Source: an optimization exercise on an open RTL-to-GDS flow (aim: a short achievable clock period). Production flows keep margins and buffers that such runs may drop.
Where RTL was checked, it was by simulation tests only, not by an equivalence proof against the original.
The clock port is modelled as an ideal driver, which makes a skipped or thinned clock tree look cheaper than it is; a real chip needs a root buffer or a tree.
Power is estimated from default activity; no workload was simulated.

Design fcp, start of the top module:
module fcp #(
    parameter PMAX = 64                  
) (
    input  wire        clk,
    input  wire        rst,              
    input  wire        req_valid,
    input  wire [35:0] req,
    output reg         rsp_valid,
    output reg  [49:0] rsp
);
Size in the first run: roughly 2100 cells after synthesis, about 840 flip-flops, about 90 I/O pins, roughly 0.030 mm^2 of cells after synthesis.
export LEC_CHECK = 0
export CAP_MARGIN = 20
export CORE_MARGIN = 2
export CORE_UTILIZATION = 40
export PLACE_DENSITY = 0.6
export SLEW_MARGIN = 20
create_clock -name core_clock -period 4.5 [get_ports {clk}]
run.sh (not shown) runs the stock make flow with config.mk's settings and CLKGATE_MAP_FILE= SYNTH_SCRIPT=/design/flow/synth_recipe.tcl, a recipe that flattens the netlist after the stock synthesis.
The baseline completed without violations.
Rerun with:
Settings changed: ABC_CLOCK_PERIOD_IN_PS from default to 1500, CORE_UTILIZATION 40 to 55, CTS_CLUSTER_DIAMETER from default to 60, CTS_CLUSTER_SIZE from default to 30, PLACE_DENSITY 0.6 to 0.7, SETUP_SLACK_MARGIN from default to 2.8.
The changed run completed with no timing, DRC or antenna violations.
Cell area rises by 2.0%.
Final cell count falls by 8.4%.
Flip-flop and latch count is unchanged.
Register-to-register slack gains 350 ps.
Fmax rises by 13%.
Die area falls by 27%.
Count of clock-buffer cells in the layout falls by 65.
Utilization rises by 19 points.
Sequential power stays flat.
Critical path depth stays the same.
Non-clock buffer count rises by 75.
Rerun with:
Settings changed: CORE_UTILIZATION 55 to 40, CTS_CLUSTER_DIAMETER 60 to default, CTS_CLUSTER_SIZE 30 to default, PLACE_DENSITY 0.7 to 0.6.
=> The changed run completed without violations. Sequential power stays flat. Clock-buffer cell count grows by 67. Final area grows by 7.9%. Area after synthesis stays the same. Worst hold slack gets better by 57 ps. Critical path depth grows by 1. Total power grows by 14%. Global-route usage shrinks by 7.9 points. Wire length grows by 10%. Die area grows by 37%.

---

Setup of the baseline:
Another version of the RTL of fcp (not shown whole).
Size in the first run: roughly 2,700 cells after synthesis, roughly 760 flip-flops, about 30,000 um2 of cells after synthesis.
clock: 4.5 ns
lec_check: 0
abc_clock_period_in_ps: 1500
cap_margin: 20
core_margin: 2
core_utilization: 40
place_density: 0.6
setup_slack_margin: 2.8
slew_margin: 20
[inputs] the candidate vs the baseline
- swapping 1500 for 1000 in ABC_CLOCK_PERIOD_IN_PS
- swapping 0.6 for 0.75 in PLACE_DENSITY
- swapping 40 for 60 in CORE_UTILIZATION
==> notes.md <==
- The baseline → the candidate: synthesized area comparable; share of the clock period used by the worst path now larger.
- The candidate ended with every stage complete and zero timing, DRC or antenna violations.
- Going from the baseline to the candidate, endpoint required time on the critical path ~0 delta, total power -about 4.3%, area of all placed cells without fillers ~0 delta.
- Final hold slack essentially unchanged between the baseline and the candidate.
- After synthesis and placement, the instance count of the candidate is below that of the baseline.
- [the candidate] worst IR drop on VDD rose 30% relative to the baseline
- [compare] base=the baseline new=the candidate: worst slew slack as a fraction of its limit shrank by 15 points, combinational power shrank by 6.0%, combinational share of power held steady.
No functional check of the RTL was part of any run of this note.

---

Another version of the RTL of fcp (not shown whole).
Size: about 2,700 cells after synthesis, ~30,000 µm² of cells after synthesis.
clock: 4.5 ns
lec_check: 0
abc_clock_period_in_ps: 800
cap_margin: 20
core_margin: 2
core_utilization: 55
place_density: 0.7
setup_slack_margin: 2.5
slew_margin: 20
Then changed:
ABC_CLOCK_PERIOD_IN_PS = 1500   (was 800)
CORE_UTILIZATION = 40   (was 55)
PLACE_DENSITY = 0.6   (was 0.7)
SETUP_SLACK_MARGIN = 2.8   (was 2.5)
Outcome:
- first-iteration DRC count drops by 15%
- clock skew climbs by 8.5 ps
- combinational power climbs by 18%
- core utilization drops by 13 points
- worst hold slack barely changes

---

Setup of build 31:
Another version of the RTL of fcp (not shown whole).
Size in the first run: ~2900 cells after synthesis, ~33000 um^2 of cells after synthesis.
==> flow/config.mk <==
export PLATFORM = sky130hd
export DESIGN_NAME = fcp
export DESIGN_NICKNAME = fcp
export VERILOG_FILES = /design/flow/design.v
export SDC_FILE = /design/flow/constraint.sdc
export NUM_CORES = 4
export LEC_CHECK = 0
export ABC_CLOCK_PERIOD_IN_PS = 800
export CAP_MARGIN = 20
export CORE_MARGIN = 2
export CORE_UTILIZATION = 55
export PLACE_DENSITY = 0.7
export SETUP_SLACK_MARGIN = 2.8
export SLEW_MARGIN = 20
export SYNTH_HIERARCHICAL = 1
export SYNTH_MINIMUM_KEEP_SIZE = 0
==> flow/constraint.sdc <==
create_clock -name core_clock -period 4.5 [get_ports {clk}]
set_input_delay 0.9000 -clock core_clock [delete_from_list [all_inputs] [get_ports {clk}]]
set_output_delay 0.9000 -clock core_clock [all_outputs]
set_load 0.01 [all_outputs]
standard.sh (not shown) runs the stock make flow with config.mk's settings and CLKGATE_MAP_FILE= SYNTH_SCRIPT=/design/flow/synth_recipe.tcl, a recipe that flattens the netlist after the stock synthesis.
==> flow/flow/run.sh <==
#!/bin/bash
# Standard layout, with the clock tree built by flow/tree.tcl (two levels of
# clkbuf_16) instead of TritonCTS. Full output of the ORFS run goes to
# flow_standard.log in the work folder; ORFS's own per-step logs stay under orfs/logs.
set -euo pipefail
W=$(pwd)
export PRE_CTS_TCL="$W/flow/tree.tcl"
bash standard.sh > "$W/flow_standard.log" 2>&1
==> flow/flow/tree.tcl <==
# PRE_CTS hook: build a two-level clock tree by hand in place of TritonCTS.
# The clock port drives NROOT clkbuf_16 buffers; each drives the clkbuf_16
# leaf buffers of its region; each leaf drives at most LEAF_MAX flip-flops.
# Regions and leaf clusters come from recursive bisection of the flip-flop
# positions (alternating x and y at the median).

set LEAF_MAX 28
set NROOT_LEVELS 2   ;# 2 bisections -> 4 root buffers
set BUF sky130_fd_sc_hd__clkbuf_16

set db    [ord::get_db]
set block [ord::get_db_block]
set master [$db findMaster $BUF]
set clknet [$block findNet clk]

# Port buffers: the flow leaves delay cells (clkdlybuf4s50_1) at the ports;
# use plain buffers so the port paths start fast.
foreach bt [$block getBTerms] {
  set net [$bt getNet]
  if {[$net getName] == "clk"} continue
  foreach it [$net getITerms] {
    set inst [$it getInst]
    if {[$bt getIoType] == "INPUT"} {
      replace_cell [$inst getName] sky130_fd_sc_hd__buf_8
    } else {
      replace_cell [$inst getName] sky130_fd_sc_hd__buf_4
    }
  }
}

set sinks {}
foreach it [$clknet getITerms] {
  set inst [$it getInst]
  set bb [$inst getBBox]
  set x [expr {([$bb xMin] + [$bb xMax]) / 2}]
  set y [expr {([$bb yMin] + [$bb yMax]) / 2}]
  lappend sinks [list $x $y $it]
}
puts "tree.tcl: [llength $sinks] clock sinks"

proc bisect {items axis} {
  set s [lsort -integer -index $axis $items]
  set h [expr {[llength $s] / 2}]
  return [list [lrange $s 0 [expr {$h - 1}]] [lrange $s $h end]]
}

# split items until each part has at most max entries
proc split_to {items axis max} {
  if {[llength $items] <= $max} { return [list $items] }
  lassign [bisect $items $axis] a b
  set na [expr {1 - $axis}]
  return [concat [split_to $a $na $max] [split_to $b $na $max]]
}

proc split_levels {items axis levels} {
  if {$levels == 0} { return [list $items] }
  lassign [bisect $items $axis] a b
  set na [expr {1 - $axis}]
  return [concat [split_levels $a $na [expr {$levels - 1}]] [split_levels $b $na [expr {$levels - 1}]]]
}

proc centroid {items} {
  set sx 0; set sy 0
  foreach e $items { set sx [expr {$sx + [lindex $e 0]}]; set sy [expr {$sy + [lindex $e 1]}] }
  set n [llength $items]
  return [list [expr {$sx / $n}] [expr {$sy / $n}]]
}

proc place_buf {block master name x y} {
  set inst [odb::dbInst_create $block $master $name]
  set w [[$inst getMaster] getWidth]
  set h [[$inst getMaster] getHeight]
  $inst setLocation [expr {$x - $w / 2}] [expr {$y - $h / 2}]
  $inst setPlacementStatus PLACED
  return $inst
}

set regions [split_levels $sinks 0 $NROOT_LEVELS]
set r 0
set nleaf 0
foreach reg $regions {
  set leaves [split_to $reg [expr {$NROOT_LEVELS % 2}] $LEAF_MAX]
  set rnet [odb::dbNet_create $block "clknet_r$r"]
  $rnet setSigType CLOCK
  set lc {}
  foreach lf $leaves {
    lassign [centroid $lf] x y
    lappend lc [list $x $y]
    set li [place_buf $block $master "clkbuf_leaf_r${r}_$nleaf" $x $y]
    set lnet [odb::dbNet_create $block "clknet_leaf_$nleaf"]
    $lnet setSigType CLOCK
    [$li findITerm X] connect $lnet
    [$li findITerm A] connect $rnet
    foreach e $lf {
      set it [lindex $e 2]
      $it disconnect
      $it connect $lnet
    }
    incr nleaf
  }
  lassign [centroid $lc] x y
  set ri [place_buf $block $master "clkbuf_root_$r" $x $y]
  [$ri findITerm X] connect $rnet
  [$ri findITerm A] connect $clknet
  incr r
}
$clknet setSigType CLOCK
puts "tree.tcl: $r root buffers, $nleaf leaf buffers"

global_connect
set_propagated_clock [all_clocks]

# TritonCTS is replaced by the tree above
rename clock_tree_synthesis clock_tree_synthesis_unused
proc clock_tree_synthesis {args} { puts "tree.tcl: clock tree built by hand, TritonCTS skipped" }
Build 31: done, clean on timing, DRC and antenna
For build 8, these inputs were changed with respect to build 31:
-- flow/flow/tree.tcl --
<<< build 31, line 27
    }
  }
>>> build 8, line 27
    }
  }
}

# Response flip-flops drive the output buffers: use the x2 drive strength.
foreach inst [$block getInsts] {
  if {[string match {rsp*} [$inst getName]] && [[$inst getMaster] getName] == "sky130_fd_sc_hd__dfxtp_1"} {
    replace_cell [$inst getName] sky130_fd_sc_hd__dfxtp_2
  }
==> notes.md <==
When build 8 is set beside build 31, its routing usage on met2 turns out to be 0.27 points larger. Worst setup slack: build 31 vs build 8, no meaningful difference. Summary of build 8 over build 31: required time of the critical path lost 0.04 ns, count of endpoints failing setup in the final report neither gained nor lost much, global-route usage neither gained nor lost much, arrival time at the worst endpoint lost 0.04 ns. Proportion of total power due to net switching essentially unchanged between build 31 and build 8. Comparing build 8 with build 31, the power came out essentially unchanged. Share of power burned in registers: build 31 vs build 8 — no meaningful difference. The clock-pin slew of the registers on the worst-case setup and hold paths of build 8 and that of build 31 are within noise of each other. ~same length of routed met2 wiring in build 8 and build 31.
No run of this note included a check of the RTL's function; only the layout flow was run. In every run of this note, the design's own scripts or RTL, not TritonCTS, make the clock network.

static timing again, ports no longer ideal:
No port has a modelled driver above. Below, the same layouts with a new extraction and two added sets of constraints.
Step 1: set_driving_cell puts a clkbuf_16 on clk and a buf_2 on each other input, an assumption about the parent block.
Step 2 also shifts input and output timing later by t, the mid clock arrival at the registers, as if the neighbouring blocks saw the same clock.
a / b / c = no drivers / after step 1 / after step 2; a / b = the first two.
run | t, ns | setup slack, ns | hold slack, ns | slew at the worst register clock pin (ns)
the first run of note 1 | 0.712 | 1.498 / 1.498 / 1.014 | 0.436 / 0.436 / 0.436 | 0.07 / 0.07
the second run of note 1 | 0.686 | 1.852 / 1.852 / 1.553 | 0.388 / 0.369 / 0.454 | 0.11 / 0.11
the third run of note 1 | 0.695 | 1.971 / 1.971 / 1.540 | 0.444 / 0.444 / 0.444 | 0.07 / 0.07
the baseline | 0.681 | 1.803 / 1.815 / 1.134 | 0.449 / 0.449 / 0.449 | 0.07 / 0.07
the candidate | 0.655 | 1.722 / 1.739 / 1.084 | 0.446 / 0.446 / 0.446 | 0.07 / 0.07
the first run of note 3 | 0.667 | 2.431 / 2.442 / 1.784 | 0.449 / 0.449 / 0.449 | 0.07 / 0.07
the second run of note 3 | 0.685 | 2.441 / 2.416 / 1.789 | 0.447 / 0.447 / 0.447 | 0.06 / 0.06
build 31 | 0.501 | 2.493 / 2.551 / 2.050 | 0.377 / 0.377 / 0.377 | 0.10 / 0.10
build 8 | 0.508 | 2.490 / 2.523 / 2.015 | 0.378 / 0.378 / 0.378 | 0.10 / 0.10
After both steps every run listed still meets setup and hold. For the baseline, which loses most, drivers alone change the setup slack by +0.012 ns; drivers and shift together by -0.669 ns.
